This is an optimization exercise on Yosys and OpenROAD, whose aim is small area, a short achievable clock period and few clock cycles per item, not a production implementation. Only simulation tests tie the RTL to the original design; equivalence was not proved.

==> flow/design.v (excerpt) <==
module ozec_calc (
    input             clk,
    input             rst_n,
    input             in_valid,
    output            in_ready,
    input      [31:0] cmd,
    input             subst,       
    input             nibmode,     
    input             bus_ready,   
    input      [15:0] d_word,      
    input      [7:0]  d_ofs,       
    input      [7:0]  d_rs,        
    input             d_valid,     
    output reg        done,
    output reg [3:0]  err,
    output reg        seq,
    output     [31:0] res0,
    output     [31:0] res1,
    output reg        wr_en,
    output     [6:0]  wr_addr,
    output            wr_two,
    output     [15:0] wr_data
);
    localparam [7:0] OP_RDREG   = 8'h01, OP_WRREG  = 8'h02, OP_CHIPID = 8'h03,
                     OP_REBOOT  = 8'h04, OP_RDWORD = 8'h10, OP_WRWORD = 8'h11,
                     OP_LOCK    = 8'h12, OP_RDIMG  = 8'h13, OP_REWRITE = 8'h14,
                     OP_LOADIMG = 8'h18, OP_SAVEIMG = 8'h19,
                     OP_CELLV   = 8'h20, OP_CURR   = 8'h21, OP_RSENSE = 8'h22,
  ...
Settings: LEC_CHECK=0, ABC_AREA=1, CAP_MARGIN=20, CORE_MARGIN=2, CORE_UTILIZATION=80, CTS_CLUSTER_DIAMETER=90, CTS_CLUSTER_SIZE=26, GPL_TIMING_DRIVEN=0, SLEW_MARGIN=20; clock period 115.0 ns.
standard.sh (not shown) runs the stock make flow with config.mk's settings and CLKGATE_MAP_FILE= SYNTH_SCRIPT=/design/flow/synth_recipe.tcl, a recipe that flattens the netlist after the stock synthesis.
==> flow/flow/run.sh <==
#!/bin/bash
set -e
export BUFFER_PORTS_ARGS="-buffer_cell sky130_fd_sc_hd__buf_1"
bash standard.sh > standard.log 2>&1
The first run went through all stages and came out clean.
Testbench counts at the start, summed over its fixed seeds: cycles 3,904, items 3,200.
==> next run, changes <==
--- a/flow/config.mk
+++ b/flow/config.mk
@@ -10,6 +10,6 @@
 export CORE_MARGIN = 2
-export CORE_UTILIZATION = 80
+export CORE_UTILIZATION = 75
 export CTS_CLUSTER_DIAMETER = 90
-export CTS_CLUSTER_SIZE = 26
-export GPL_TIMING_DRIVEN = 0
+export CTS_CLUSTER_SIZE = 28
+export PLACE_DENSITY = 0.75
 export SLEW_MARGIN = 20
After rerunning: The new run ran to the end with no violations. Non-clock buffer count fell by 56. Synthesized cell count stays the same. Global-route usage fell by 6.0 points.
==> next run, changes <==
--- a/flow/config.mk
+++ b/flow/config.mk
@@ -10,6 +10,5 @@
 export CORE_MARGIN = 2
-export CORE_UTILIZATION = 75
+export CORE_UTILIZATION = 80
 export CTS_CLUSTER_DIAMETER = 90
-export CTS_CLUSTER_SIZE = 28
-export PLACE_DENSITY = 0.75
+export CTS_CLUSTER_SIZE = 26
 export SLEW_MARGIN = 20
Outcome: Count of clock-buffer cells in the layout does not change; hold slack got worse by 0.015 ns; synthesized area does not change.

== before ==
ozec_calc again, from the RTL that the note above started with.
==> flow/config.mk <==
export PLATFORM = sky130hd
export DESIGN_NAME = ozec_calc
export DESIGN_NICKNAME = ozec_calc
export VERILOG_FILES = /design/flow/design.v
export SDC_FILE = /design/flow/constraint.sdc
export NUM_CORES = 4
export LEC_CHECK = 0
export ABC_AREA = 1
export CAP_MARGIN = 20
export CORE_MARGIN = 2
export CORE_UTILIZATION = 80
export CTS_CLUSTER_DIAMETER = 50
export CTS_CLUSTER_SIZE = 16
export SLEW_MARGIN = 20
==> flow/constraint.sdc <==
create_clock -name core_clock -period 115.0 [get_ports {clk}]
set_input_delay 23.0000 -clock core_clock [delete_from_list [all_inputs] [get_ports {clk}]]
set_output_delay 23.0000 -clock core_clock [all_outputs]
set_load 0.01 [all_outputs]
Scripts as last shown in full above: flow/flow/run.sh
before finished end to end and its layout was clean on timing, DRC and antenna.
Testbench counts of before, summed over its fixed seeds: cycles 3,904, items 3,200.
## Diff of input files: after against before
Settings: CTS_CLUSTER_DIAMETER changed from 50 to 90; CORE_UTILIZATION changed from 80 to 90; CTS_CLUSTER_SIZE changed from 16 to 26.
### Flow results
Of after and before, the run reporting the lower initial core utilization was before.
The lower number of levels the H-tree was split into of after and before is in after.
As of after, floorplan row count had fallen by a few percent compared to before.
The chip height number comes out higher for before vs after.
Row cell count after placement: after lower / before higher
Diff before..after | cell area after technology mapping | unchanged
after: worst-case setup slack after placement higher than before
Taking before as 1.0, after lands at 1.18 on global placement routability congestion.
after | ERROR | 5_1_grt

-- port drivers added, routing unchanged --
No port has a modelled driver above. Below, the same layouts with a new extraction and two added sets of constraints.
Step 1, drivers: a clkbuf_16 drives clk and a buf_2 each remaining input, both assumed.
Step 2 also shifts input and output timing later by t, the mid clock arrival at the registers, as if the neighbouring blocks saw the same clock.
Slacks: no drivers / after step 1 / after step 2; pairs: no drivers / after step 1.
run	shift t [ns]	setup WS [ns]	worst setup path at the end	worst data-port slew with drivers (ns)
the first run of note 1	0.603	90.743 / 90.686 / 90.860	input to register	0.04
the second run of note 1	0.601	90.819 / 90.761 / 90.940	input to register	0.04
the third run of note 1	0.603	90.841 / 90.783 / 90.889	input to register	0.05
before	0.617	90.825 / 90.770 / 90.886	input to register	0.05
After both steps setup and hold are still met in every run listed.
